What follows belongs to an exercise in optimizing a design on an open flow for small area; a production flow would make more cautious choices. The RTL was checked by simulation tests, not by an equivalence proof against the original design.

[flow/run.sh]
#!/bin/bash
# synth_recipe.tcl (not shown) runs the flow's synth.tcl, then flattens the netlist and writes it again
# the make line also repeats each setting of config.mk as NAME=value (left out here)
make -C /OpenROAD-flow-scripts/flow DESIGN_CONFIG=/design/flow/config.mk WORK_HOME=/design/flow/orfs CLKGATE_MAP_FILE= SYNTH_SCRIPT=/design/flow/synth_recipe.tcl finish
[flow/config.mk]
export PLATFORM = sky130hd
export DESIGN_NAME = pp_core
export DESIGN_NICKNAME = pp_core
export VERILOG_FILES = /design/flow/design.v
export SDC_FILE = /design/flow/constraint.sdc
export NUM_CORES = 4
export LEC_CHECK = 0
export CAP_MARGIN = 20
export CORE_MARGIN = 2
export CORE_UTILIZATION = 40
export PLACE_DENSITY = 0.6
export SLEW_MARGIN = 20
export SYNTH_HIERARCHICAL = 1
[flow/constraint.sdc]
create_clock -name core_clock -period 12.0 [get_ports {clk}]
set_input_delay 2.4000 -clock core_clock [delete_from_list [all_inputs] [get_ports {clk}]]
set_output_delay 2.4000 -clock core_clock [all_outputs]
set_load 0.01 [all_outputs]
[flow/design.v]
module pp_core (
    input  wire         clk,
    input  wire         rst,
    input  wire         cmd_valid,
    output wire         cmd_ready,
    input  wire [3:0]   cmd_code,
    input  wire [271:0] cmd_arg,
    output reg          rsp_valid,
    output reg  [1:0]   rsp_status,
    output wire [65:0]  rsp_data,
    output reg          tx_open_req,
    input  wire         tx_open_ack,
    input  wire         tx_open_ok,
    output reg          tx_wr_valid,
    output wire [31:0]  tx_wr_data,
    input  wire         tx_done,
    input  wire         tx_fail,
    output reg          tx_close,
    output wire [1:0]   phase,
    output wire [2:0]   err,
    output wire [1:0]   dstate
);
    localparam C_PARH   = 4'h1, C_PAR32 = 4'h2, C_ENCW  = 4'h3, C_TOBYTES = 4'h4,
               C_COUNT  = 4'h5, C_CMASK = 4'h6, C_PACKH = 4'h7, C_PACKB   = 4'h8,
               C_ENCPAT = 4'h9, C_LOAD  = 4'hA, C_START = 4'hB, C_LEN     = 4'hC,
               C_GET    = 4'hD, C_TICK  = 4'hE, C_STOP  = 4'hF;
    localparam PH_BUILD = 2'd0, PH_PLAY = 2'd1, PH_STOPPED = 2'd2, PH_HALT = 2'd3;
    localparam ST_OK = 2'd0, ST_REFUSED = 2'd1, ST_ERROR = 2'd2;
    localparam E_NONE = 3'd0, E_CONFIG = 3'd1, E_OPEN = 3'd2, E_WRITE = 3'd3, E_INDEX = 3'd4;
    reg  [511:0] cat;
    reg  [6:0]  cat_len;
    reg  [5:0]  cursor;
    reg  [1:0]  cnt_hi;               
    reg  [1:0]  cnt_lo;               
    reg  [1:0]  phase_r;
    reg  [2:0]  err_r;
    reg         stop_req;
    reg         wr_hdr;               
    reg         wr_body;              
    reg         open_wait;            
    reg  [31:0] rw;                   
    reg  [7:0]  rc;                   
    reg         f_low;                
    reg         f_ent;                
    reg         f_tick;               
    assign phase  = phase_r;
    assign err    = err_r;
    assign dstate = cnt_hi;
    wire busy = wr_hdr | wr_body;
    assign cmd_ready = !rst && !open_wait && (!busy || cmd_code == C_STOP);
    wire   accept    = cmd_valid && cmd_ready;
    wire [31:0] w = cmd_arg[31:0];
    wire        p_lo = ^w[15:0];
    wire        p_hi = ^w[31:16];
    wire        p_w  = p_lo ^ p_hi;
    wire [8:0]  count;
    pp_popcnt u_pop (.s(cmd_arg[255:0]), .c(count));
    wire        sel_cur = cmd_code[3] & cmd_code[2] & cmd_code[1];
    wire        sel_pp  = cmd_code[0] & ~cmd_code[2];
    wire [15:0] pm = sel_cur ? {10'd0, cursor} : sel_pp ? cmd_arg[271:256] : cmd_arg[15:0];
    reg  [4:0]  m3s;
    reg  [1:0]  m3;
    integer k;
    always @* begin
        m3s = 5'd0;
        for (k = 0; k < 8; k = k + 1)
            m3s = m3s + {3'd0, pm[2*k +: 2]};    
        m3 = m3s % 5'd3;
    end
    wire [8:0]  mask = {{3{m3 == 2'd2}}, {3{m3 == 2'd1}}, {3{m3 == 2'd0}}};
    wire [31:0] body = {pm[7:0], mask, 14'd0, ~^pm[7:0]};
    wire [5:0]  slot = cat_len[5:0] + ~pm[5:0];
    wire [7:0]  rd;
    pp_rdmux u_rd (.d(cat), .a(slot), .q(rd));
    wire        get_bad = cmd_arg[15:0] >= {9'd0, cat_len};
    wire [1:0]  cnt_lo_nx = (cnt_lo == 2'd2) ? 2'd0 : cnt_lo + 2'd1;
    wire [1:0]  cnt_hi_nx = (cnt_lo != 2'd2) ? cnt_hi : (cnt_hi == 2'd2) ? 2'd0 : cnt_hi + 2'd1;
    wire [5:0]  cursor_nx = ({1'b0, cursor} + 7'd1 == cat_len) ? 6'd0 : cursor + 6'd1;
    reg [31:0] rw_nx;
    always @* begin
        case (cmd_code)
            C_PARH:    rw_nx = {30'd0, p_hi, p_lo};
            C_PAR32:   rw_nx = {31'd0, p_w};
            C_ENCW:    rw_nx = {w[31:1], w[0] ^ p_w};
            C_TOBYTES: rw_nx = w;
            C_COUNT:   rw_nx = {23'd0, count};
            C_CMASK:   rw_nx = {23'd0, mask};
            C_PACKH:   rw_nx = {4'hF, cmd_arg[7:0], 20'h42000};
            C_PACKB:   rw_nx = {cmd_arg[7:0], cmd_arg[16:8], 15'd0};
            C_LOAD:    rw_nx = {25'd0, cat_len[6] ? 7'd1 : cat_len};
            C_START:   rw_nx = {29'd0, E_CONFIG};
            C_LEN:     rw_nx = {25'd0, cat_len};
            C_GET:     rw_nx = get_bad ? {29'd0, E_INDEX} : body;
            default:   rw_nx = body;              
        endcase
    end
    wire [31:0] hdr = {4'hF, rc, 20'h42000} | {31'd0, ^rc};
    assign rsp_data = ({66{f_low}}  & {34'd0, rw})
                    | ({66{f_ent}}  & {2'd0, hdr, 32'd0})
                    | ({66{f_tick}} & {hdr, rw, cnt_hi});
    assign tx_wr_data = wr_body ? rw : hdr;
    always @(posedge clk) begin
        if (!busy) begin
            rw <= open_wait ? {29'd0, E_OPEN} : rw_nx;
            rc <= cmd_code[2] ? rd : count[7:0];
        end
    end
    always @(posedge clk) begin
        f_low  <= 1'b0;
        f_ent  <= 1'b0;
        f_tick <= 1'b0;
        if (open_wait) begin
            f_low <= !tx_open_ok;
        end else if (accept) begin
            case (cmd_code)
                C_PARH, C_PAR32, C_ENCW, C_TOBYTES, C_COUNT, C_CMASK, C_PACKH, C_PACKB, C_LEN:
                    f_low <= 1'b1;
                C_ENCPAT: begin
                    f_low <= 1'b1;
                    f_ent <= 1'b1;
                end
                C_LOAD:  f_low <= phase_r == PH_BUILD;
                C_START: f_low <= phase_r == PH_BUILD && cat_len == 7'd0;
                C_GET: begin
                    f_low <= 1'b1;
                    f_ent <= !get_bad;
                end
                C_TICK:  f_tick <= phase_r == PH_PLAY && !stop_req;
                default: ;
            endcase
        end
    end
    always @(posedge clk) begin
        if (rst) begin
            cat_len     <= 7'd0;
            cursor      <= 6'd0;
            cnt_hi      <= 2'd0;
            cnt_lo      <= 2'd0;
            phase_r     <= PH_BUILD;
            err_r       <= E_NONE;
            stop_req    <= 1'b0;
            wr_hdr      <= 1'b0;
            wr_body     <= 1'b0;
            open_wait   <= 1'b0;
            rsp_valid   <= 1'b0;
            tx_open_req <= 1'b0;
            tx_wr_valid <= 1'b0;
            tx_close    <= 1'b0;
        end else begin
            rsp_valid   <= 1'b0;
            tx_open_req <= 1'b0;
            tx_wr_valid <= 1'b0;
            tx_close    <= 1'b0;
            if (open_wait) begin
                if (tx_open_ack) begin
                    open_wait <= 1'b0;
                    rsp_valid <= 1'b1;
                    if (tx_open_ok) begin
                        cursor     <= 6'd0;
                        cnt_hi     <= 2'd0;
                        cnt_lo     <= 2'd0;
                        phase_r    <= PH_PLAY;
                        rsp_status <= ST_OK;
                    end else begin
                        if (err_r == E_NONE) err_r <= E_OPEN;
                        phase_r    <= PH_HALT;
                        rsp_status <= ST_ERROR;
                    end
                end
            end else if (busy) begin
                if (tx_done) begin
                    wr_hdr  <= 1'b0;
                    wr_body <= 1'b0;
                    if (tx_fail) begin
                        if (err_r == E_NONE) err_r <= E_WRITE;
                        tx_close <= 1'b1;           
                        phase_r  <= PH_HALT;
                    end else if (wr_hdr) begin
                        tx_wr_valid <= 1'b1;
                        wr_body     <= 1'b1;
                    end
                end
            end
            if (accept) begin
                rsp_valid  <= 1'b1;
                rsp_status <= ST_OK;
                case (cmd_code)
                    C_LOAD: begin
                        if (phase_r != PH_BUILD) begin
                            rsp_status <= ST_REFUSED;
                        end else if (cat_len[6]) begin
                            if (err_r == E_NONE) err_r <= E_CONFIG;
                            phase_r    <= PH_HALT;
                            rsp_status <= ST_ERROR;
                        end else begin
                            cat_len <= cat_len + 7'd1;
                        end
                    end
                    C_START: begin
                        if (phase_r != PH_BUILD) begin
                            rsp_status <= ST_REFUSED;
                        end else if (cat_len == 7'd0) begin
                            if (err_r == E_NONE) err_r <= E_CONFIG;
                            phase_r    <= PH_HALT;
                            rsp_status <= ST_ERROR;
                        end else begin
                            rsp_valid   <= 1'b0;
                            tx_open_req <= 1'b1;
                            open_wait   <= 1'b1;
                        end
                    end
                    C_GET: begin
                        if (get_bad) begin
                            if (err_r == E_NONE) err_r <= E_INDEX;
                            if (phase_r == PH_PLAY) tx_close <= 1'b1;
                            phase_r    <= PH_HALT;
                            rsp_status <= ST_ERROR;
                        end
                    end
                    C_TICK: begin
                        if (phase_r != PH_PLAY) begin
                            rsp_status <= ST_REFUSED;
                        end else if (stop_req) begin
                            tx_close <= 1'b1;
                            phase_r  <= PH_STOPPED;
                        end else begin
                            cursor      <= cursor_nx;
                            cnt_hi      <= cnt_hi_nx;
                            cnt_lo      <= cnt_lo_nx;
                            tx_wr_valid <= 1'b1;
                            wr_hdr      <= 1'b1;
                        end
                    end
                    C_STOP:    stop_req <= 1'b1;
                    4'h0:      rsp_status <= ST_REFUSED;    
                    default: ;
                endcase
            end
        end
    end
    always @(posedge clk) begin
        if (!rst && accept && cmd_code == C_LOAD && phase_r == PH_BUILD && !cat_len[6])
            cat <= {cat[503:0], count[7:0]};
    end
endmodule
module pp_rdmux (input wire [511:0] d, input wire [5:0] a, output wire [7:0] q);
    wire [7:0] col = 8'd1 << a[2:0];
    wire [7:0] row = 8'd1 << a[5:3];
    genvar h, b, l;
    generate
        for (b = 0; b < 8; b = b + 1) begin : g_bit
            wire [7:0] grp;
            for (h = 0; h < 8; h = h + 1) begin : g_grp
                wire [7:0] dd;
                for (l = 0; l < 8; l = l + 1) begin : g_l
                    assign dd[l] = d[64*h + 8*l + b];
                end
                pp_ao8 u_g (.d(dd), .s(col), .q(grp[h]));
            end
            pp_ao8 u_r (.d(grp), .s(row), .q(q[b]));
        end
    endgenerate
endmodule
module pp_ao8 (input wire [7:0] d, input wire [7:0] s, output wire q);
    assign q = |(d & s);
endmodule
module pp_popcnt (input wire [255:0] s, output wire [8:0] c);
  wire n257, n258;
  pp_fa un257 (.a(s[0]), .b(s[1]), .c(s[2]), .s(n257), .co(n258));
  wire n259, n260;
  pp_fa un259 (.a(s[3]), .b(s[4]), .c(s[5]), .s(n259), .co(n260));
  wire n261, n262;
  pp_fa un261 (.a(s[6]), .b(s[7]), .c(s[8]), .s(n261), .co(n262));
  wire n263, n264;
  pp_fa un263 (.a(s[9]), .b(s[10]), .c(s[11]), .s(n263), .co(n264));
  wire n265, n266;
  pp_fa un265 (.a(s[12]), .b(s[13]), .c(s[14]), .s(n265), .co(n266));
  wire n267, n268;
  pp_fa un267 (.a(s[15]), .b(s[16]), .c(s[17]), .s(n267), .co(n268));
  wire n269, n270;
  pp_fa un269 (.a(s[18]), .b(s[19]), .c(s[20]), .s(n269), .co(n270));
  wire n271, n272;
  pp_fa un271 (.a(s[21]), .b(s[22]), .c(s[23]), .s(n271), .co(n272));
  wire n273, n274;
  pp_fa un273 (.a(s[24]), .b(s[25]), .c(s[26]), .s(n273), .co(n274));
  wire n275, n276;
  pp_fa un275 (.a(s[27]), .b(s[28]), .c(s[29]), .s(n275), .co(n276));
  wire n277, n278;
  pp_fa un277 (.a(s[30]), .b(s[31]), .c(s[32]), .s(n277), .co(n278));
  wire n279, n280;
  pp_fa un279 (.a(s[33]), .b(s[34]), .c(s[35]), .s(n279), .co(n280));
  wire n281, n282;
  pp_fa un281 (.a(s[36]), .b(s[37]), .c(s[38]), .s(n281), .co(n282));
  wire n283, n284;
  pp_fa un283 (.a(s[39]), .b(s[40]), .c(s[41]), .s(n283), .co(n284));
  wire n285, n286;
  pp_fa un285 (.a(s[42]), .b(s[43]), .c(s[44]), .s(n285), .co(n286));
  wire n287, n288;
  pp_fa un287 (.a(s[45]), .b(s[46]), .c(s[47]), .s(n287), .co(n288));
  wire n289, n290;
  pp_fa un289 (.a(s[48]), .b(s[49]), .c(s[50]), .s(n289), .co(n290));
  wire n291, n292;
  pp_fa un291 (.a(s[51]), .b(s[52]), .c(s[53]), .s(n291), .co(n292));
  wire n293, n294;
  pp_fa un293 (.a(s[54]), .b(s[55]), .c(s[56]), .s(n293), .co(n294));
  wire n295, n296;
  pp_fa un295 (.a(s[57]), .b(s[58]), .c(s[59]), .s(n295), .co(n296));
  wire n297, n298;
  pp_fa un297 (.a(s[60]), .b(s[61]), .c(s[62]), .s(n297), .co(n298));
  wire n299, n300;
  pp_fa un299 (.a(s[63]), .b(s[64]), .c(s[65]), .s(n299), .co(n300));
  wire n301, n302;
  pp_fa un301 (.a(s[66]), .b(s[67]), .c(s[68]), .s(n301), .co(n302));
  wire n303, n304;
  pp_fa un303 (.a(s[69]), .b(s[70]), .c(s[71]), .s(n303), .co(n304));
  wire n305, n306;
  pp_fa un305 (.a(s[72]), .b(s[73]), .c(s[74]), .s(n305), .co(n306));
  wire n307, n308;
  pp_fa un307 (.a(s[75]), .b(s[76]), .c(s[77]), .s(n307), .co(n308));
  wire n309, n310;
  pp_fa un309 (.a(s[78]), .b(s[79]), .c(s[80]), .s(n309), .co(n310));
  wire n311, n312;
  pp_fa un311 (.a(s[81]), .b(s[82]), .c(s[83]), .s(n311), .co(n312));
  wire n313, n314;
  pp_fa un313 (.a(s[84]), .b(s[85]), .c(s[86]), .s(n313), .co(n314));
  wire n315, n316;
  pp_fa un315 (.a(s[87]), .b(s[88]), .c(s[89]), .s(n315), .co(n316));
  wire n317, n318;
  pp_fa un317 (.a(s[90]), .b(s[91]), .c(s[92]), .s(n317), .co(n318));
  wire n319, n320;
  pp_fa un319 (.a(s[93]), .b(s[94]), .c(s[95]), .s(n319), .co(n320));
  wire n321, n322;
  pp_fa un321 (.a(s[96]), .b(s[97]), .c(s[98]), .s(n321), .co(n322));
  wire n323, n324;
  pp_fa un323 (.a(s[99]), .b(s[100]), .c(s[101]), .s(n323), .co(n324));
  wire n325, n326;
  pp_fa un325 (.a(s[102]), .b(s[103]), .c(s[104]), .s(n325), .co(n326));
  wire n327, n328;
  pp_fa un327 (.a(s[105]), .b(s[106]), .c(s[107]), .s(n327), .co(n328));
  wire n329, n330;
  pp_fa un329 (.a(s[108]), .b(s[109]), .c(s[110]), .s(n329), .co(n330));
  wire n331, n332;
  pp_fa un331 (.a(s[111]), .b(s[112]), .c(s[113]), .s(n331), .co(n332));
  wire n333, n334;
  pp_fa un333 (.a(s[114]), .b(s[115]), .c(s[116]), .s(n333), .co(n334));
  wire n335, n336;
  pp_fa un335 (.a(s[117]), .b(s[118]), .c(s[119]), .s(n335), .co(n336));
  wire n337, n338;
  pp_fa un337 (.a(s[120]), .b(s[121]), .c(s[122]), .s(n337), .co(n338));
  wire n339, n340;
  pp_fa un339 (.a(s[123]), .b(s[124]), .c(s[125]), .s(n339), .co(n340));
  wire n341, n342;
  pp_fa un341 (.a(s[126]), .b(s[127]), .c(s[128]), .s(n341), .co(n342));
  wire n343, n344;
  pp_fa un343 (.a(s[129]), .b(s[130]), .c(s[131]), .s(n343), .co(n344));
  wire n345, n346;
  pp_fa un345 (.a(s[132]), .b(s[133]), .c(s[134]), .s(n345), .co(n346));
  wire n347, n348;
  pp_fa un347 (.a(s[135]), .b(s[136]), .c(s[137]), .s(n347), .co(n348));
  wire n349, n350;
  pp_fa un349 (.a(s[138]), .b(s[139]), .c(s[140]), .s(n349), .co(n350));
  wire n351, n352;
  pp_fa un351 (.a(s[141]), .b(s[142]), .c(s[143]), .s(n351), .co(n352));
  wire n353, n354;
  pp_fa un353 (.a(s[144]), .b(s[145]), .c(s[146]), .s(n353), .co(n354));
  wire n355, n356;
  pp_fa un355 (.a(s[147]), .b(s[148]), .c(s[149]), .s(n355), .co(n356));
  wire n357, n358;
  pp_fa un357 (.a(s[150]), .b(s[151]), .c(s[152]), .s(n357), .co(n358));
  wire n359, n360;
  pp_fa un359 (.a(s[153]), .b(s[154]), .c(s[155]), .s(n359), .co(n360));
  wire n361, n362;
  pp_fa un361 (.a(s[156]), .b(s[157]), .c(s[158]), .s(n361), .co(n362));
  wire n363, n364;
  pp_fa un363 (.a(s[159]), .b(s[160]), .c(s[161]), .s(n363), .co(n364));
  wire n365, n366;
  pp_fa un365 (.a(s[162]), .b(s[163]), .c(s[164]), .s(n365), .co(n366));
  wire n367, n368;
  pp_fa un367 (.a(s[165]), .b(s[166]), .c(s[167]), .s(n367), .co(n368));
  wire n369, n370;
  pp_fa un369 (.a(s[168]), .b(s[169]), .c(s[170]), .s(n369), .co(n370));
  wire n371, n372;
  pp_fa un371 (.a(s[171]), .b(s[172]), .c(s[173]), .s(n371), .co(n372));
  wire n373, n374;
  pp_fa un373 (.a(s[174]), .b(s[175]), .c(s[176]), .s(n373), .co(n374));
  wire n375, n376;
  pp_fa un375 (.a(s[177]), .b(s[178]), .c(s[179]), .s(n375), .co(n376));
  wire n377, n378;
  pp_fa un377 (.a(s[180]), .b(s[181]), .c(s[182]), .s(n377), .co(n378));
  wire n379, n380;
  pp_fa un379 (.a(s[183]), .b(s[184]), .c(s[185]), .s(n379), .co(n380));
  wire n381, n382;
  pp_fa un381 (.a(s[186]), .b(s[187]), .c(s[188]), .s(n381), .co(n382));
  wire n383, n384;
  pp_fa un383 (.a(s[189]), .b(s[190]), .c(s[191]), .s(n383), .co(n384));
  wire n385, n386;
  pp_fa un385 (.a(s[192]), .b(s[193]), .c(s[194]), .s(n385), .co(n386));
  wire n387, n388;
  pp_fa un387 (.a(s[195]), .b(s[196]), .c(s[197]), .s(n387), .co(n388));
  wire n389, n390;
  pp_fa un389 (.a(s[198]), .b(s[199]), .c(s[200]), .s(n389), .co(n390));
  wire n391, n392;
  pp_fa un391 (.a(s[201]), .b(s[202]), .c(s[203]), .s(n391), .co(n392));
  wire n393, n394;
  pp_fa un393 (.a(s[204]), .b(s[205]), .c(s[206]), .s(n393), .co(n394));
  wire n395, n396;
  pp_fa un395 (.a(s[207]), .b(s[208]), .c(s[209]), .s(n395), .co(n396));
  wire n397, n398;
  pp_fa un397 (.a(s[210]), .b(s[211]), .c(s[212]), .s(n397), .co(n398));
  wire n399, n400;
  pp_fa un399 (.a(s[213]), .b(s[214]), .c(s[215]), .s(n399), .co(n400));
  wire n401, n402;
  pp_fa un401 (.a(s[216]), .b(s[217]), .c(s[218]), .s(n401), .co(n402));
  wire n403, n404;
  pp_fa un403 (.a(s[219]), .b(s[220]), .c(s[221]), .s(n403), .co(n404));
  wire n405, n406;
  pp_fa un405 (.a(s[222]), .b(s[223]), .c(s[224]), .s(n405), .co(n406));
  wire n407, n408;
  pp_fa un407 (.a(s[225]), .b(s[226]), .c(s[227]), .s(n407), .co(n408));
  wire n409, n410;
  pp_fa un409 (.a(s[228]), .b(s[229]), .c(s[230]), .s(n409), .co(n410));
  wire n411, n412;
  pp_fa un411 (.a(s[231]), .b(s[232]), .c(s[233]), .s(n411), .co(n412));
  wire n413, n414;
  pp_fa un413 (.a(s[234]), .b(s[235]), .c(s[236]), .s(n413), .co(n414));
  wire n415, n416;
  pp_fa un415 (.a(s[237]), .b(s[238]), .c(s[239]), .s(n415), .co(n416));
  wire n417, n418;
  pp_fa un417 (.a(s[240]), .b(s[241]), .c(s[242]), .s(n417), .co(n418));
  wire n419, n420;
  pp_fa un419 (.a(s[243]), .b(s[244]), .c(s[245]), .s(n419), .co(n420));
  wire n421, n422;
  pp_fa un421 (.a(s[246]), .b(s[247]), .c(s[248]), .s(n421), .co(n422));
  wire n423, n424;
  pp_fa un423 (.a(s[249]), .b(s[250]), .c(s[251]), .s(n423), .co(n424));
  wire n425, n426;
  pp_fa un425 (.a(s[252]), .b(s[253]), .c(s[254]), .s(n425), .co(n426));
  wire n427, n428;
  pp_fa un427 (.a(s[255]), .b(n257), .c(n259), .s(n427), .co(n428));
  wire n429, n430;
  pp_fa un429 (.a(n261), .b(n263), .c(n265), .s(n429), .co(n430));
  wire n431, n432;
  pp_fa un431 (.a(n267), .b(n269), .c(n271), .s(n431), .co(n432));
  wire n433, n434;
  pp_fa un433 (.a(n273), .b(n275), .c(n277), .s(n433), .co(n434));
  wire n435, n436;
  pp_fa un435 (.a(n279), .b(n281), .c(n283), .s(n435), .co(n436));
  wire n437, n438;
  pp_fa un437 (.a(n285), .b(n287), .c(n289), .s(n437), .co(n438));
  wire n439, n440;
  pp_fa un439 (.a(n291), .b(n293), .c(n295), .s(n439), .co(n440));
  wire n441, n442;
  pp_fa un441 (.a(n297), .b(n299), .c(n301), .s(n441), .co(n442));
  wire n443, n444;
  pp_fa un443 (.a(n303), .b(n305), .c(n307), .s(n443), .co(n444));
  wire n445, n446;
  pp_fa un445 (.a(n309), .b(n311), .c(n313), .s(n445), .co(n446));
  wire n447, n448;
  pp_fa un447 (.a(n315), .b(n317), .c(n319), .s(n447), .co(n448));
  wire n449, n450;
  pp_fa un449 (.a(n321), .b(n323), .c(n325), .s(n449), .co(n450));
  wire n451, n452;
  pp_fa un451 (.a(n327), .b(n329), .c(n331), .s(n451), .co(n452));
  wire n453, n454;
  pp_fa un453 (.a(n333), .b(n335), .c(n337), .s(n453), .co(n454));
  wire n455, n456;
  pp_fa un455 (.a(n339), .b(n341), .c(n343), .s(n455), .co(n456));
  wire n457, n458;
  pp_fa un457 (.a(n345), .b(n347), .c(n349), .s(n457), .co(n458));
  wire n459, n460;
  pp_fa un459 (.a(n351), .b(n353), .c(n355), .s(n459), .co(n460));
  wire n461, n462;
  pp_fa un461 (.a(n357), .b(n359), .c(n361), .s(n461), .co(n462));
  wire n463, n464;
  pp_fa un463 (.a(n363), .b(n365), .c(n367), .s(n463), .co(n464));
  wire n465, n466;
  pp_fa un465 (.a(n369), .b(n371), .c(n373), .s(n465), .co(n466));
  wire n467, n468;
  pp_fa un467 (.a(n375), .b(n377), .c(n379), .s(n467), .co(n468));
  wire n469, n470;
  pp_fa un469 (.a(n381), .b(n383), .c(n385), .s(n469), .co(n470));
  wire n471, n472;
  pp_fa un471 (.a(n387), .b(n389), .c(n391), .s(n471), .co(n472));
  wire n473, n474;
  pp_fa un473 (.a(n393), .b(n395), .c(n397), .s(n473), .co(n474));
  wire n475, n476;
  pp_fa un475 (.a(n399), .b(n401), .c(n403), .s(n475), .co(n476));
  wire n477, n478;
  pp_fa un477 (.a(n405), .b(n407), .c(n409), .s(n477), .co(n478));
  wire n479, n480;
  pp_fa un479 (.a(n411), .b(n413), .c(n415), .s(n479), .co(n480));
  wire n481, n482;
  pp_fa un481 (.a(n417), .b(n419), .c(n421), .s(n481), .co(n482));
  wire n483, n484;
  pp_fa un483 (.a(n423), .b(n425), .c(n427), .s(n483), .co(n484));
  wire n485, n486;
  pp_fa un485 (.a(n429), .b(n431), .c(n433), .s(n485), .co(n486));
  wire n487, n488;
  pp_fa un487 (.a(n435), .b(n437), .c(n439), .s(n487), .co(n488));
  wire n489, n490;
  pp_fa un489 (.a(n441), .b(n443), .c(n445), .s(n489), .co(n490));
  wire n491, n492;
  pp_fa un491 (.a(n447), .b(n449), .c(n451), .s(n491), .co(n492));
  wire n493, n494;
  pp_fa un493 (.a(n453), .b(n455), .c(n457), .s(n493), .co(n494));
  wire n495, n496;
  pp_fa un495 (.a(n459), .b(n461), .c(n463), .s(n495), .co(n496));
  wire n497, n498;
  pp_fa un497 (.a(n465), .b(n467), .c(n469), .s(n497), .co(n498));
  wire n499, n500;
  pp_fa un499 (.a(n471), .b(n473), .c(n475), .s(n499), .co(n500));
  wire n501, n502;
  pp_fa un501 (.a(n477), .b(n479), .c(n481), .s(n501), .co(n502));
  wire n503, n504;
  pp_fa un503 (.a(n483), .b(n485), .c(n487), .s(n503), .co(n504));
  wire n505, n506;
  pp_fa un505 (.a(n489), .b(n491), .c(n493), .s(n505), .co(n506));
  wire n507, n508;
  pp_fa un507 (.a(n495), .b(n497), .c(n499), .s(n507), .co(n508));
  wire n509, n510;
  pp_fa un509 (.a(n501), .b(n503), .c(n505), .s(n509), .co(n510));
  wire n511, n512;
  pp_ha un511 (.a(n507), .b(n509), .s(n511), .co(n512));
  wire n513, n514;
  pp_fa un513 (.a(n258), .b(n260), .c(n262), .s(n513), .co(n514));
  wire n515, n516;
  pp_fa un515 (.a(n264), .b(n266), .c(n268), .s(n515), .co(n516));
  wire n517, n518;
  pp_fa un517 (.a(n270), .b(n272), .c(n274), .s(n517), .co(n518));
  wire n519, n520;
  pp_fa un519 (.a(n276), .b(n278), .c(n280), .s(n519), .co(n520));
  wire n521, n522;
  pp_fa un521 (.a(n282), .b(n284), .c(n286), .s(n521), .co(n522));
  wire n523, n524;
  pp_fa un523 (.a(n288), .b(n290), .c(n292), .s(n523), .co(n524));
  wire n525, n526;
  pp_fa un525 (.a(n294), .b(n296), .c(n298), .s(n525), .co(n526));
  wire n527, n528;
  pp_fa un527 (.a(n300), .b(n302), .c(n304), .s(n527), .co(n528));
  wire n529, n530;
  pp_fa un529 (.a(n306), .b(n308), .c(n310), .s(n529), .co(n530));
  wire n531, n532;
  pp_fa un531 (.a(n312), .b(n314), .c(n316), .s(n531), .co(n532));
  wire n533, n534;
  pp_fa un533 (.a(n318), .b(n320), .c(n322), .s(n533), .co(n534));
  wire n535, n536;
  pp_fa un535 (.a(n324), .b(n326), .c(n328), .s(n535), .co(n536));
  wire n537, n538;
  pp_fa un537 (.a(n330), .b(n332), .c(n334), .s(n537), .co(n538));
  wire n539, n540;
  pp_fa un539 (.a(n336), .b(n338), .c(n340), .s(n539), .co(n540));
  wire n541, n542;
  pp_fa un541 (.a(n342), .b(n344), .c(n346), .s(n541), .co(n542));
  wire n543, n544;
  pp_fa un543 (.a(n348), .b(n350), .c(n352), .s(n543), .co(n544));
  wire n545, n546;
  pp_fa un545 (.a(n354), .b(n356), .c(n358), .s(n545), .co(n546));
  wire n547, n548;
  pp_fa un547 (.a(n360), .b(n362), .c(n364), .s(n547), .co(n548));
  wire n549, n550;
  pp_fa un549 (.a(n366), .b(n368), .c(n370), .s(n549), .co(n550));
  wire n551, n552;
  pp_fa un551 (.a(n372), .b(n374), .c(n376), .s(n551), .co(n552));
  wire n553, n554;
  pp_fa un553 (.a(n378), .b(n380), .c(n382), .s(n553), .co(n554));
  wire n555, n556;
  pp_fa un555 (.a(n384), .b(n386), .c(n388), .s(n555), .co(n556));
  wire n557, n558;
  pp_fa un557 (.a(n390), .b(n392), .c(n394), .s(n557), .co(n558));
  wire n559, n560;
  pp_fa un559 (.a(n396), .b(n398), .c(n400), .s(n559), .co(n560));
  wire n561, n562;
  pp_fa un561 (.a(n402), .b(n404), .c(n406), .s(n561), .co(n562));
  wire n563, n564;
  pp_fa un563 (.a(n408), .b(n410), .c(n412), .s(n563), .co(n564));
  wire n565, n566;
  pp_fa un565 (.a(n414), .b(n416), .c(n418), .s(n565), .co(n566));
  wire n567, n568;
  pp_fa un567 (.a(n420), .b(n422), .c(n424), .s(n567), .co(n568));
  wire n569, n570;
  pp_fa un569 (.a(n426), .b(n428), .c(n430), .s(n569), .co(n570));
  wire n571, n572;
  pp_fa un571 (.a(n432), .b(n434), .c(n436), .s(n571), .co(n572));
  wire n573, n574;
  pp_fa un573 (.a(n438), .b(n440), .c(n442), .s(n573), .co(n574));
  wire n575, n576;
  pp_fa un575 (.a(n444), .b(n446), .c(n448), .s(n575), .co(n576));
  wire n577, n578;
  pp_fa un577 (.a(n450), .b(n452), .c(n454), .s(n577), .co(n578));
  wire n579, n580;
  pp_fa un579 (.a(n456), .b(n458), .c(n460), .s(n579), .co(n580));
  wire n581, n582;
  pp_fa un581 (.a(n462), .b(n464), .c(n466), .s(n581), .co(n582));
  wire n583, n584;
  pp_fa un583 (.a(n468), .b(n470), .c(n472), .s(n583), .co(n584));
  wire n585, n586;
  pp_fa un585 (.a(n474), .b(n476), .c(n478), .s(n585), .co(n586));
  wire n587, n588;
  pp_fa un587 (.a(n480), .b(n482), .c(n513), .s(n587), .co(n588));
  wire n589, n590;
  pp_fa un589 (.a(n515), .b(n517), .c(n519), .s(n589), .co(n590));
  wire n591, n592;
  pp_fa un591 (.a(n521), .b(n523), .c(n525), .s(n591), .co(n592));
  wire n593, n594;
  pp_fa un593 (.a(n527), .b(n529), .c(n531), .s(n593), .co(n594));
  wire n595, n596;
  pp_fa un595 (.a(n533), .b(n535), .c(n537), .s(n595), .co(n596));
  wire n597, n598;
  pp_fa un597 (.a(n539), .b(n541), .c(n543), .s(n597), .co(n598));
  wire n599, n600;
  pp_fa un599 (.a(n545), .b(n547), .c(n549), .s(n599), .co(n600));
  wire n601, n602;
  pp_fa un601 (.a(n551), .b(n553), .c(n555), .s(n601), .co(n602));
  wire n603, n604;
  pp_fa un603 (.a(n557), .b(n559), .c(n561), .s(n603), .co(n604));
  wire n605, n606;
  pp_fa un605 (.a(n563), .b(n565), .c(n567), .s(n605), .co(n606));
  wire n607, n608;
  pp_fa un607 (.a(n484), .b(n486), .c(n488), .s(n607), .co(n608));
  wire n609, n610;
  pp_fa un609 (.a(n490), .b(n492), .c(n494), .s(n609), .co(n610));
  wire n611, n612;
  pp_fa un611 (.a(n496), .b(n498), .c(n500), .s(n611), .co(n612));
  wire n613, n614;
  pp_fa un613 (.a(n502), .b(n569), .c(n571), .s(n613), .co(n614));
  wire n615, n616;
  pp_fa un615 (.a(n573), .b(n575), .c(n577), .s(n615), .co(n616));
  wire n617, n618;
  pp_fa un617 (.a(n579), .b(n581), .c(n583), .s(n617), .co(n618));
  wire n619, n620;
  pp_fa un619 (.a(n585), .b(n587), .c(n589), .s(n619), .co(n620));
  wire n621, n622;
  pp_fa un621 (.a(n591), .b(n593), .c(n595), .s(n621), .co(n622));
  wire n623, n624;
  pp_fa un623 (.a(n597), .b(n599), .c(n601), .s(n623), .co(n624));
  wire n625, n626;
  pp_fa un625 (.a(n603), .b(n605), .c(n607), .s(n625), .co(n626));
  wire n627, n628;
  pp_fa un627 (.a(n609), .b(n611), .c(n613), .s(n627), .co(n628));
  wire n629, n630;
  pp_fa un629 (.a(n615), .b(n617), .c(n619), .s(n629), .co(n630));
  wire n631, n632;
  pp_fa un631 (.a(n621), .b(n623), .c(n504), .s(n631), .co(n632));
  wire n633, n634;
  pp_fa un633 (.a(n506), .b(n508), .c(n510), .s(n633), .co(n634));
  wire n635, n636;
  pp_fa un635 (.a(n625), .b(n627), .c(n629), .s(n635), .co(n636));
  wire n637, n638;
  pp_fa un637 (.a(n631), .b(n512), .c(n633), .s(n637), .co(n638));
  wire n639, n640;
  pp_ha un639 (.a(n635), .b(n637), .s(n639), .co(n640));
  wire n641, n642;
  pp_fa un641 (.a(n514), .b(n516), .c(n518), .s(n641), .co(n642));
  wire n643, n644;
  pp_fa un643 (.a(n520), .b(n522), .c(n524), .s(n643), .co(n644));
  wire n645, n646;
  pp_fa un645 (.a(n526), .b(n528), .c(n530), .s(n645), .co(n646));
  wire n647, n648;
  pp_fa un647 (.a(n532), .b(n534), .c(n536), .s(n647), .co(n648));
  wire n649, n650;
  pp_fa un649 (.a(n538), .b(n540), .c(n542), .s(n649), .co(n650));
  wire n651, n652;
  pp_fa un651 (.a(n544), .b(n546), .c(n548), .s(n651), .co(n652));
  wire n653, n654;
  pp_fa un653 (.a(n550), .b(n552), .c(n554), .s(n653), .co(n654));
  wire n655, n656;
  pp_fa un655 (.a(n556), .b(n558), .c(n560), .s(n655), .co(n656));
  wire n657, n658;
  pp_fa un657 (.a(n562), .b(n564), .c(n566), .s(n657), .co(n658));
  wire n659, n660;
  pp_fa un659 (.a(n568), .b(n570), .c(n572), .s(n659), .co(n660));
  wire n661, n662;
  pp_fa un661 (.a(n574), .b(n576), .c(n578), .s(n661), .co(n662));
  wire n663, n664;
  pp_fa un663 (.a(n580), .b(n582), .c(n584), .s(n663), .co(n664));
  wire n665, n666;
  pp_fa un665 (.a(n586), .b(n588), .c(n590), .s(n665), .co(n666));
  wire n667, n668;
  pp_fa un667 (.a(n592), .b(n594), .c(n596), .s(n667), .co(n668));
  wire n669, n670;
  pp_fa un669 (.a(n598), .b(n600), .c(n602), .s(n669), .co(n670));
  wire n671, n672;
  pp_fa un671 (.a(n604), .b(n606), .c(n641), .s(n671), .co(n672));
  wire n673, n674;
  pp_fa un673 (.a(n643), .b(n645), .c(n647), .s(n673), .co(n674));
  wire n675, n676;
  pp_fa un675 (.a(n649), .b(n651), .c(n653), .s(n675), .co(n676));
  wire n677, n678;
  pp_fa un677 (.a(n655), .b(n657), .c(n659), .s(n677), .co(n678));
  wire n679, n680;
  pp_fa un679 (.a(n661), .b(n663), .c(n665), .s(n679), .co(n680));
  wire n681, n682;
  pp_fa un681 (.a(n667), .b(n669), .c(n671), .s(n681), .co(n682));
  wire n683, n684;
  pp_fa un683 (.a(n673), .b(n675), .c(n608), .s(n683), .co(n684));
  wire n685, n686;
  pp_fa un685 (.a(n610), .b(n612), .c(n614), .s(n685), .co(n686));
  wire n687, n688;
  pp_fa un687 (.a(n616), .b(n618), .c(n620), .s(n687), .co(n688));
  wire n689, n690;
  pp_fa un689 (.a(n622), .b(n624), .c(n626), .s(n689), .co(n690));
  wire n691, n692;
  pp_fa un691 (.a(n628), .b(n630), .c(n677), .s(n691), .co(n692));
  wire n693, n694;
  pp_fa un693 (.a(n679), .b(n681), .c(n632), .s(n693), .co(n694));
  wire n695, n696;
  pp_fa un695 (.a(n683), .b(n685), .c(n687), .s(n695), .co(n696));
  wire n697, n698;
  pp_fa un697 (.a(n634), .b(n636), .c(n689), .s(n697), .co(n698));
  wire n699, n700;
  pp_fa un699 (.a(n691), .b(n693), .c(n695), .s(n699), .co(n700));
  wire n701, n702;
  pp_fa un701 (.a(n638), .b(n697), .c(n699), .s(n701), .co(n702));
  wire n703, n704;
  pp_ha un703 (.a(n640), .b(n701), .s(n703), .co(n704));
  wire n705, n706;
  pp_fa un705 (.a(n642), .b(n644), .c(n646), .s(n705), .co(n706));
  wire n707, n708;
  pp_fa un707 (.a(n648), .b(n650), .c(n652), .s(n707), .co(n708));
  wire n709, n710;
  pp_fa un709 (.a(n654), .b(n656), .c(n658), .s(n709), .co(n710));
  wire n711, n712;
  pp_fa un711 (.a(n705), .b(n707), .c(n709), .s(n711), .co(n712));
  wire n713, n714;
  pp_fa un713 (.a(n660), .b(n662), .c(n664), .s(n713), .co(n714));
  wire n715, n716;
  pp_fa un715 (.a(n666), .b(n668), .c(n670), .s(n715), .co(n716));
  wire n717, n718;
  pp_fa un717 (.a(n672), .b(n674), .c(n676), .s(n717), .co(n718));
  wire n719, n720;
  pp_fa un719 (.a(n678), .b(n680), .c(n682), .s(n719), .co(n720));
  wire n721, n722;
  pp_fa un721 (.a(n711), .b(n713), .c(n715), .s(n721), .co(n722));
  wire n723, n724;
  pp_fa un723 (.a(n717), .b(n684), .c(n686), .s(n723), .co(n724));
  wire n725, n726;
  pp_fa un725 (.a(n688), .b(n690), .c(n692), .s(n725), .co(n726));
  wire n727, n728;
  pp_fa un727 (.a(n719), .b(n721), .c(n694), .s(n727), .co(n728));
  wire n729, n730;
  pp_fa un729 (.a(n696), .b(n723), .c(n698), .s(n729), .co(n730));
  wire n731, n732;
  pp_fa un731 (.a(n725), .b(n700), .c(n727), .s(n731), .co(n732));
  wire n733, n734;
  pp_fa un733 (.a(n729), .b(n702), .c(n731), .s(n733), .co(n734));
  wire n735, n736;
  pp_ha un735 (.a(n704), .b(n733), .s(n735), .co(n736));
  wire n737, n738;
  pp_fa un737 (.a(n706), .b(n708), .c(n710), .s(n737), .co(n738));
  wire n739, n740;
  pp_fa un739 (.a(n712), .b(n737), .c(n714), .s(n739), .co(n740));
  wire n741, n742;
  pp_fa un741 (.a(n716), .b(n718), .c(n720), .s(n741), .co(n742));
  wire n743, n744;
  pp_fa un743 (.a(n722), .b(n724), .c(n739), .s(n743), .co(n744));
  wire n745, n746;
  pp_fa un745 (.a(n726), .b(n741), .c(n728), .s(n745), .co(n746));
  wire n747, n748;
  pp_fa un747 (.a(n743), .b(n730), .c(n732), .s(n747), .co(n748));
  wire n749, n750;
  pp_fa un749 (.a(n745), .b(n734), .c(n747), .s(n749), .co(n750));
  wire n751, n752;
  pp_ha un751 (.a(n736), .b(n749), .s(n751), .co(n752));
  wire n753, n754;
  pp_fa un753 (.a(n738), .b(n740), .c(n742), .s(n753), .co(n754));
  wire n755, n756;
  pp_fa un755 (.a(n744), .b(n753), .c(n746), .s(n755), .co(n756));
  wire n757, n758;
  pp_fa un757 (.a(n748), .b(n755), .c(n750), .s(n757), .co(n758));
  wire n759, n760;
  pp_ha un759 (.a(n752), .b(n757), .s(n759), .co(n760));
  wire n761, n762;
  pp_fa un761 (.a(n754), .b(n756), .c(n758), .s(n761), .co(n762));
  wire n763, n764;
  pp_ha un763 (.a(n760), .b(n761), .s(n763), .co(n764));
  wire n765, n766;
  pp_ha un765 (.a(n762), .b(n764), .s(n765), .co(n766));
  assign c[0] = n511;
  assign c[1] = n639;
  assign c[2] = n703;
  assign c[3] = n735;
  assign c[4] = n751;
  assign c[5] = n759;
  assign c[6] = n763;
  assign c[7] = n765;
  assign c[8] = n766;
endmodule
module pp_fa (input wire a, input wire b, input wire c, output wire s, output wire co);
  assign s  = a ^ b ^ c;
  assign co = ~((~a & ~b) | (~a & ~c) | (~b & ~c));
endmodule
module pp_ha (input wire a, input wire b, output wire s, output wire co);
  assign s  = a ^ b;
  assign co = a & b;
endmodule
==> results_dict.tcl, run 1 <==
set metrics [dict create \
    wl_um 89900 \
    cts_made_buffers 60 \
    synth_cell_types 77 \
    root_buffer "clkbuf_16" \
    stdcell_count 3301 \
    period_share 0.841 \
    yosysMostFrequentCell "edfxtp_1" \
    holdCritPathClass "flop to flop" \
    drt_iter0_markers 2265 \
    clkSinkCount 587 \
    place_area_um2 34700 \
    cpPeakStageDelay_ns 0.82 \
    finClkSkew_ns 0.0215 \
    fmax_mhz 99.1 \
    critPathSlowestCell "clkdlybuf4s50_1" \
    async_reset_ff_frac 0 \
    critical_path_class "primary input to flop" \
    cp-start-kind "primary input" \
    synth_warnings 7 \
    synth-seq-cells 587 \
    min_period_ns 10.09 \
    cts_resized 0 \
    endpoint_kind "flop" \
    maxSlewViolCount 0 \
    syn_area_um2 29800 \
    start_util 0.402 \
    place.gp.congestion 0.935 \
    rows 100 \
    grt_pass1_wl_um 133000 \
    clock_path_buffers 3 \
    postSynthCellCount 1876 \
    yosys-top-cells-area "edfxtp_1 56%, fa_1 17%, a22oi_1 7.4%, dfxtp_1 2.2%, nand4_1 1.7%" \
    max_slew.worst_pin.slew_ns 1.23 \
    dp.cells 3189 \
    antenna_found_initial 1 \
    synth_area_per_cell_um2 15.9 \
    postCtsHoldBufs 0 \
    fillerInstances 6352 \
    coreArea_um2 74100 \
    viasPerCell 5.81 \
    synthTopCellsByCount "554 x edfxtp_1, 295 x a22oi_1, 259 x fa_1, 81 x nand4_1, 55 x nor2_1" \
    dp_hpwl_um 62300 \
    grt_overflow 0 \
    clk_pin_slew_ns 0.06 \
    setup-violations-final 0 \
    hold_viol 0 \
    post-cts-setup-buffers 0 \
    post_drt_wl_per_cell_um 27.2 \
    seq_area_frac_synth 0.581 \
    required_ns 12.37 \
    synth_edf_count 554 \
    relSlewSlack 0.175 \
    io_pins 395 \
    crit_fanout 16 \
    dieArea_um2 76600 \
    holdWs_ns 0.432 \
    diodes 0 \
    clk_latency_ns 0.64 \
    finalInstanceArea_um2 36600 \
    first_global_vias 20100 \
    yosys.area.top_type "edfxtp_1" \
    grt_max_degree 181 \
    nNetsFinal 2860 \
    area_delta_synth_final_pct 23.0 \
    drc 0 \
    port_buffers 380 \
    grt_use_total 0.231 \
    yosysTopAreaCellShare 0.559 \
    rsz0062_at_grt "no" \
    cap_violations 0 \
    tritoncts "done" \
    die_width_um 277 \
    status "complete, no violations" \
    dr.pass1.iters 7 \
    dr_total_vias 19200 \
    ys.flop_type "edfxtp_1" \
    drt.antenna.violating_nets 0 \
    die_y_um 277 \
    arrival_ns 10.47 \
    drive_gt1_frac 0.0755 \
    htreeDepth 2 \
]
==> critical path: cells and delay by family <==
| kind | cells | cell delay [ns] |
|---|---|---|
| buf+inv | 6 | 1.29 |
| mux | 2 | 0.61 |
| compound gates | 5 | 1.59 |
| fa+ha+maj | 7 | 2.94 |
| simple gates | 7 | 1.62 |
==> final cells by class <==
type,count,area (um^2),area share
clock inverter,37,357,0.00974
timing repair buffer,405,4010,0.110
sequential,587,17300,0.472
clock buffer,75,1560,0.0425
inverter,45,169,0.00461
multi-input combinational,1183,12000,0.328
tap,969,1210,0.0331
==> Yosys stat by module, one instance, submodules excluded <==
module / flip-flops and latches / area [um^2] / copies in the design
pp_popcnt: 0 / 67.6 / 1
pp_ao8: 0 / 36.3 / 72
pp_fa: 0 / 20.0 / 247
pp_ha: 0 / 12.5 / 8
pp_rdmux: 0 / 130 / 1
pp_core: 587 / 21900 / 1
==> layout by cell type (no fill, tap or decap), types with 5 or more instances in the layout <==
cell type / instances
edfxtp_1: 554
clkdlybuf4s50_1: 379
a22oi_1: 295
fa_1: 259
nand4_1: 81
clkbuf_16: 60
nor2_1: 54
xnor2_1: 52
a21oi_1: 45
inv_1: 43
a22o_1: 41
ha_1: 36
nand2_1: 34
dfxtp_1: 32
mux2_2: 26
and2_1: 23
buf_4: 23
o21ai_0: 20
clkinv_1: 16
nor3_1: 15
o22ai_1: 15
clkbuf_1: 15
mux2i_1: 14
conb_1: 14
nand2b_1: 13
a222oi_1: 12
xor2_1: 11
nand3_1: 10
clkinv_2: 10
a21o_1: 8
and3_1: 6
a221oi_1: 6
nor3b_2: 6
or2_2: 5
a31oi_1: 5
bufinv_16: 5
==> cell families after synthesis <==
kind of cell,Yosys count,share of synthesized area
AOI/OAI and AO/OA,485,0.121
buffers and inverters,119,0.0201
and+or+nand+nor,281,0.0526
adders and majority gates,295,0.189
xor gates and xnor gates,66,0.0206
other,1,0.000126
muxes,42,0.0156
DFF,587,0.581
==> sequential cells by signal (all words and copies together) (netlist names) <==
name and cells:
f_low 1, f_tick 1, rw 32, rc 8, cat_len 7, wr_hdr 1, tx_open_req 1, stop_req 1
cnt_lo 2, cursor 6, tx_close 1, tx_wr_valid 1, cnt_hi 2, rsp_status 2, rsp_valid 1, err_r 3
f_ent 1, wr_body 1, open_wait 1, cat 512, phase_r 2
==> through the flow <==
stage           util  setup slack (ns)  TNS (ns)
2_1_floorplan      -             -8.38  -3973.46
3_3_place_gp   0.468              1.64         0
3_5_place_dp   0.468              1.42         0
4_1_cts        0.494              2.09         0
5_1_grt        0.494              1.44         0
6_report       0.494              1.91         0
==> routing by layer <==
layer / wire length, um / part of all wire / vias up / track usage
met3: 6880 / 0.076 / 131 / 0.0435
met5: 13 / 0.00014 / - / 0
met2: 44300 / 0.49 / 946 / 0.386
met4: 2300 / 0.026 / 2 / 0.0634
li1: - / - / 8202 / -
met1: 36500 / 0.41 / 9886 / 0.311
==> path summary, 6_finish.rpt <==
check,cells past startpoint,to,startpoint,slack (ns)
max reg2reg,23,rw[0],cursor[1],5.09
min,0,cat[238],cat[230],0.43
max,27,rw[0],cmd_code[2],1.91
min reg2reg,0,cat[238],cat[230],0.43
==> run 2: changes to the inputs <==
==> flow/flow/run.sh (new file) <==
#!/bin/bash
# The standard layout, with each port buffered by the smallest buffer
# (sky130_fd_sc_hd__buf_1) instead of the default clkdlybuf4s50_1.
set -euo pipefail
export BUFFER_PORTS_ARGS="-buffer_cell sky130_fd_sc_hd__buf_1"
bash standard.sh finish > flow_standard.log 2>&1
==> flow/standard.sh (new file) <==
#!/bin/bash
# synth_recipe.tcl (not shown) runs the flow's synth.tcl, then flattens the netlist and writes it again
# the make line also repeats each setting of config.mk as NAME=value (left out here)
make -C /OpenROAD-flow-scripts/flow DESIGN_CONFIG=/design/flow/config.mk WORK_HOME=/design/flow/orfs CLKGATE_MAP_FILE= SYNTH_SCRIPT=/design/flow/synth_recipe.tcl "${@:-finish}"
--- a/flow/config.mk
+++ b/flow/config.mk
@@ -10,2 +10,3 @@
 export CORE_UTILIZATION = 40
+export CTS_BUF_LIST = sky130_fd_sc_hd__clkbuf_4
 export PLACE_DENSITY = 0.6
removed: flow/run.sh
==> run 2 against run 1 <==
  * Register-to-register slack barely moved
  * Wire length fell by 2.2%
  * Via count increased by 3.4%
  * Global-route usage shrank 0.18 points
  * Clock skew increased by 0.028 ns
  * Maximum frequency up 5.1%
  * Critical endpoint unchanged
  * Highest routed layer unchanged
==> results_dict.tcl, run 2 <==
set metrics [dict create \
    dr.pass1.iters 8 \
    dp_hpwl_um 60300 \
    period_share 0.800 \
    pre_cts_slack_ns 1.54 \
    regMostFlops "cat" \
    rsz0062_at_grt "no" \
    place.gp.congestion 0.983 \
    drive_gt1_frac 0.134 \
    clkSinkCount 587 \
    htreeDepth 4 \
    io_pins 395 \
    synthTopCellsByCount "554 x edfxtp_1, 295 x a22oi_1, 259 x fa_1, 81 x nand4_1, 55 x nor2_1" \
    arrival_ns 10.31 \
    die_width_um 277 \
    postCtsHoldBufs 0 \
    clock_path_buffers 3 \
    synth_cell_types 77 \
    area_delta_synth_final_pct 15.0 \
    grt_pass1_wl_um 132000 \
    seq_area_frac_synth 0.581 \
    layout_commonest_cell "edfxtp_1" \
    holdWs_ns 0.412 \
    grt_max_degree 184 \
    synth_warnings 7 \
    tritoncts "done" \
    fmax_mhz 104 \
    port_buffers 380 \
    status "complete, no violations" \
    cts_made_buffers 155 \
    clk_pin_slew_ns 0.07 \
    dr_total_vias 19800 \
    async_reset_ff_frac 0 \
    first_global_vias 21400 \
    cts_resized 0 \
    die_y_um 277 \
    postSynthCellCount 1876 \
    hold_viol 0 \
    nNetsFinal 2957 \
    max_slew.worst_pin.slew_ns 1.10 \
    most-common-layout-cells "554 x edfxtp_1, 380 x buf_1, 295 x a22oi_1, 259 x fa_1, 222 x clkbuf_4" \
    holdCritPathClass "flop to flop" \
    stdcell_count 3454 \
    clk_latency_ns 0.98 \
    start_util 0.402 \
    grt_overflow 0 \
    wl_um 88000 \
    cpPeakStageDelay_ns 0.89 \
    yosysMostFrequentCell "edfxtp_1" \
    rows 100 \
    antenna_found_initial 4 \
    critPathSlowestCell "nand2b_1" \
    dp.cells 3191 \
    grt_use_total 0.230 \
    min_period_ns 9.60 \
    relSlewSlack 0.258 \
    finClkSkew_ns 0.0497 \
    regToRegSetupSlack_ns 5.10 \
    cap_violations 0 \
    endpoint_kind "flop" \
    crit_fanout 20 \
    maxSlewViolCount 0 \
    critical_path_class "primary input to flop" \
    yosys-top-cells-area "edfxtp_1 56%, fa_1 17%, a22oi_1 7.4%, dfxtp_1 2.2%, nand4_1 1.7%" \
    setup-violations-final 0 \
    crit_family "adder cells" \
    viasPerCell 5.74 \
    crit_buf_inv 6 \
    ys.flop_type "edfxtp_1" \
    syn_area_um2 29800 \
    yosys.area.top_type "edfxtp_1" \
    largest_reg_flops 512 \
    drc 0 \
    reg_top3 "cat: 512 flops, rw: 32 flops, rc: 8 flops" \
    fillerInstances 6687 \
    drt_iter0_markers 1786 \
    synth_area_per_cell_um2 15.9 \
    required_ns 12.71 \
    coreArea_um2 74100 \
    yosysTopAreaCellShare 0.559 \
    setup_ws_ns 2.40 \
    post-cts-setup-buffers 0 \
    dieArea_um2 76600 \
    synth-seq-cells 587 \
    synth_edf_count 554 \
    drt.antenna.violating_nets 0 \
    cp-start-kind "primary input" \
    root_buffer "clkbuf_4" \
    post_drt_wl_per_cell_um 25.5 \
]
-- run 2: cells by family after synthesis --
kind of cell	Yosys count	synth area share
flip-flops	587	0.581
AO/OA/AOI/OAI	485	0.121
adder cells (fa/ha/maj)	295	0.189
AND/OR/NAND/NOR	281	0.0526
buffers and inverters	119	0.0201
XOR/XNOR	66	0.0206
multiplexers	42	0.0156
other	1	0.000126
-- run 2: per-module statistics from Yosys, one instance, submodules excluded --
| module | cell area (um^2) | flip-flops and latches | times used |
|---|---|---|---|
| pp_core | 21900 | 587 | 1 |
| pp_rdmux | 130 | 0 | 1 |
| pp_popcnt | 67.6 | 0 | 1 |
| pp_ao8 | 36.3 | 0 | 72 |
| pp_fa | 20.0 | 0 | 247 |
| pp_ha | 12.5 | 0 | 8 |
-- run 2: through the flow --
step	TNS, ns	utilization	area [um^2]
after floorplan	-3973.46	-	29900
after global placement	0	0.437	32300
after detailed placement	0	0.437	32300
after CTS	0	0.462	34200
after global routing	0	0.462	34200
final	0	0.462	34200
-- run 2: routing by layer --
metal,vias up,global-route usage,part of all wire
met5,-,0,0.00015
met4,2,0.0914,0.032
met3,161,0.0515,0.080
met2,1067,0.378,0.49
met1,10100,0.296,0.40
li1,8490,-,-
-- run 2: layout make-up --
type	instances	area, um^2	area share
flip-flops and latches	587	17300	0.505
diodes	6	15.0	0.000439
clock buffers	222	1670	0.0487
multi-input cells	1183	12000	0.351
clock inverters	35	211	0.00618
inverters	45	169	0.00493
well taps	969	1210	0.0354
repair buffers	407	1660	0.0484
-- run 2: path summary, 6_finish.rpt --
kind                             startpoint  cells after the start  endpoint
worst max-delay path            cmd_code[2]                     27     rw[0]
worst min-delay path                 cat[9]                      0   cat[17]
worst max register to register    cursor[3]                     23     rw[0]
worst min register to register       cat[9]                      0   cat[17]
==> run 3: changes to the inputs <==
--- a/flow/config.mk
+++ b/flow/config.mk
@@ -10,3 +10,2 @@
 export CORE_UTILIZATION = 40
-export CTS_BUF_LIST = sky130_fd_sc_hd__clkbuf_4
 export PLACE_DENSITY = 0.6
==> run 3 against run 2 <==
  * Via count decreased by 3.3%
  * Maximum frequency decreased by 3.1%
  * Sequential cell count unchanged
  * Worst hold slack gained 0.034 ns
  * Wire length fell by 1.6%
  * Global-route usage shrank 0.53 points
  * Area after synthesis did not move
  * Cell area is essentially flat
  * First-iteration DRC count decreased by 6.0%
  * Clock skew decreased by 0.038 ns
==> results_dict.tcl, run 3 <==
set metrics [dict create \
    status "complete, no violations" \
    synth_edf_count 554 \
    ys.flop_type "edfxtp_1" \
    synth_area_per_cell_um2 15.9 \
    regMostFlops "cat" \
    cts_made_buffers 60 \
    yosys.area.top_type "edfxtp_1" \
    root_buffer "clkbuf_16" \
    yosysMostFrequentCell "edfxtp_1" \
    cts_resized 0 \
    critical_path_class "primary input to flop" \
    dp_hpwl_um 60300 \
    coreArea_um2 74100 \
    seq_area_frac_synth 0.581 \
    cap_violations 0 \
    yosys-top-cells-area "edfxtp_1 56%, fa_1 17%, a22oi_1 7.4%, dfxtp_1 2.2%, nand4_1 1.7%" \
    die_y_um 277 \
    fmax_mhz 101 \
    grt_max_degree 184 \
    min_period_ns 9.91 \
    drc 0 \
    postSynthCellCount 1876 \
    rows 100 \
    drive_gt1_frac 0.0737 \
    pre_cts_slack_ns 1.54 \
    holdCritPathClass "flop to flop" \
    grt_use_total 0.224 \
    tritoncts "done" \
    antenna_found_initial 5 \
    port_buffers 380 \
    most-common-layout-cells "554 x edfxtp_1, 380 x buf_1, 295 x a22oi_1, 259 x fa_1, 81 x nand4_1" \
    period_share 0.826 \
    async_reset_ff_frac 0 \
    synth_cell_types 77 \
    setup-violations-final 0 \
    rsz0062_at_grt "no" \
    clkSinkCount 587 \
    synthTopCellsByCount "554 x edfxtp_1, 295 x a22oi_1, 259 x fa_1, 81 x nand4_1, 55 x nor2_1" \
    maxSlewViolCount 0 \
    setup_ws_ns 2.09 \
    postCtsHoldBufs 0 \
    arrival_ns 10.27 \
    grt_overflow 0 \
    dr.pass1.iters 6 \
    grt_pass1_wl_um 130000 \
    post_drt_wl_per_cell_um 26.2 \
    clock_path_buffers 3 \
    post-cts-setup-buffers 0 \
    htreeDepth 2 \
    reg_top3 "cat: 512 flops, rw: 32 flops, rc: 8 flops" \
    crit_fanout 20 \
    max_slew.worst_pin.slew_ns 1.13 \
    syn_area_um2 29800 \
    die_width_um 277 \
    layout_commonest_cell "edfxtp_1" \
    nNetsFinal 2862 \
    viasPerCell 5.80 \
    clk_latency_ns 0.62 \
    finClkSkew_ns 0.0112 \
    area_delta_synth_final_pct 14.9 \
    cp-start-kind "primary input" \
    drt.antenna.violating_nets 0 \
    fillerInstances 6596 \
    dieArea_um2 76600 \
    relSlewSlack 0.240 \
    place_area_um2 32300 \
    finalInstanceArea_um2 34200 \
    wl_um 86600 \
    synth_warnings 7 \
    dr_total_vias 19200 \
    largest_reg_flops 512 \
    io_pins 395 \
    endpoint_kind "flop" \
    start_util 0.402 \
    drt_iter0_markers 1678 \
    hold_viol 0 \
    synth-seq-cells 587 \
    place.gp.congestion 0.983 \
    yosysTopAreaCellShare 0.559 \
    required_ns 12.36 \
    first_global_vias 20600 \
    clk_pin_slew_ns 0.06 \
]
-- run 3: metal layers --
layer | part of all wire | global-route usage
met1 | 0.39 | 0.294
met2 | 0.49 | 0.372
met3 | 0.081 | 0.0420
met4 | 0.035 | 0.0844
met5 | 0.00031 | 0
-- run 3: final timing paths --
kind                                   from       end  slack [ns]  depth (start not counted)
worst max-delay path            cmd_code[2]     rw[0]        2.09                         27
worst min-delay path               cat[211]  cat[219]        0.45                          0
worst max register to register    cursor[3]     rw[0]        5.10                         23
worst min register to register     cat[211]  cat[219]        0.45                          0
-- run 3: Yosys stat by module, one instance, submodules excluded --
module / cells / flops+latches / area [um^2]
pp_core: 1236 / 587 / 21900
pp_rdmux: 16 / 0 / 130
pp_popcnt: 9 / 0 / 67.6
pp_ao8: 5 / 0 / 36.3
pp_fa: 1 / 0 / 20.0
pp_ha: 1 / 0 / 12.5
-- run 3: kinds of logic (layout without fill, tap and decap cells) --
group | after synthesis | count (layout) | share of synthesized area
DFF | 587 | 587 | 0.581
AOI/OAI and AO/OA | 485 | 485 | 0.121
adders and majority gates | 295 | 295 | 0.189
and+or+nand+nor | 281 | 281 | 0.0526
buffers and inverters | 119 | 563 | 0.0201
xor gates and xnor gates | 66 | 66 | 0.0206
muxes | 42 | 42 | 0.0156
other | 1 | 16 | 0.000126
-- run 3: cell type report --
| class | count | area, um^2 | share of cell area |
|---|---|---|---|
| inverter | 45 | 169 | 0.00494 |
| antenna | 2 | 5.00 | 0.000146 |
| tap | 969 | 1210 | 0.0354 |
| timing repair buffer | 407 | 1660 | 0.0485 |
| clock buffer | 77 | 1590 | 0.0464 |
| multi-input combinational | 1183 | 12000 | 0.351 |
| sequential | 587 | 17300 | 0.506 |
| clock inverter | 34 | 280 | 0.00819 |
-- run 3: through the flow --
step,instances,utilization,hold WS (ns),setup TNS (ns)
after floorplan,1889,-,0.427,-3973.46
after global placement,3191,0.437,0.429,0
after detailed placement,3191,0.437,0.434,0
after CTS,3302,0.462,0.447,0
after global routing,3303,0.462,0.452,0
final,3304,0.462,0.445,0
-- run 3: worst max-delay path, stage by stage --
cell	delay, ns
buf_1	0.44
nand2b_1	0.90
mux2i_1	0.27
nor2_1	0.06
a21oi_1	0.46
fa_1	0.49
inv_1	0.09
fa_1	0.41
fa_1	0.55
inv_1	0.06
fa_1	0.53
inv_1	0.04
ha_1	0.20
inv_1	0.07
fa_1	0.49
inv_1	0.20
nor3_1	0.09
mux2_2	0.28
a311o_2	0.35
ha_1	0.24
nor2_1	0.21
nand4_1	0.13
a21oi_1	0.19
o22a_1	0.20
nor2b_4	0.28
mux2_4	0.33
o31a_1	0.29

[afterwards: timing with drivers on the ports]
In the flow no input, the clock included, has a driving cell. The finished layouts below were timed again as built, in two steps. Step 1 assumes that a clkbuf_16 drives the clock port and a buf_2 every other input. Step 2, shift: input delay + t, output delay - t, t = (earliest + latest rising clock arrival at the registers) / 2. This alone moves slack from input paths to output paths. a / b / c = no drivers / after step 1 / after step 2; a / b = the first two.
| run | shift t [ns] | setup slack, ns | hold WS [ns] | worst data-port slew with drivers (ns) |
|---|---|---|---|---|
| run 1 | 0.685 | 1.908 / 1.941 / 1.256 | 0.432 / 0.432 / 0.432 | 0.08 |
| run 2 | 1.010 | 2.400 / 2.414 / 1.405 | 0.412 / 0.412 / 0.412 | 0.13 |
| run 3 | 0.671 | 2.090 / 2.103 / 1.433 | 0.445 / 0.445 / 0.445 | 0.13 |
After both steps every run listed still meets setup and hold. The setup slack of run 2, which loses most, moves by +0.014 ns with the drivers and by -0.995 ns with both steps.
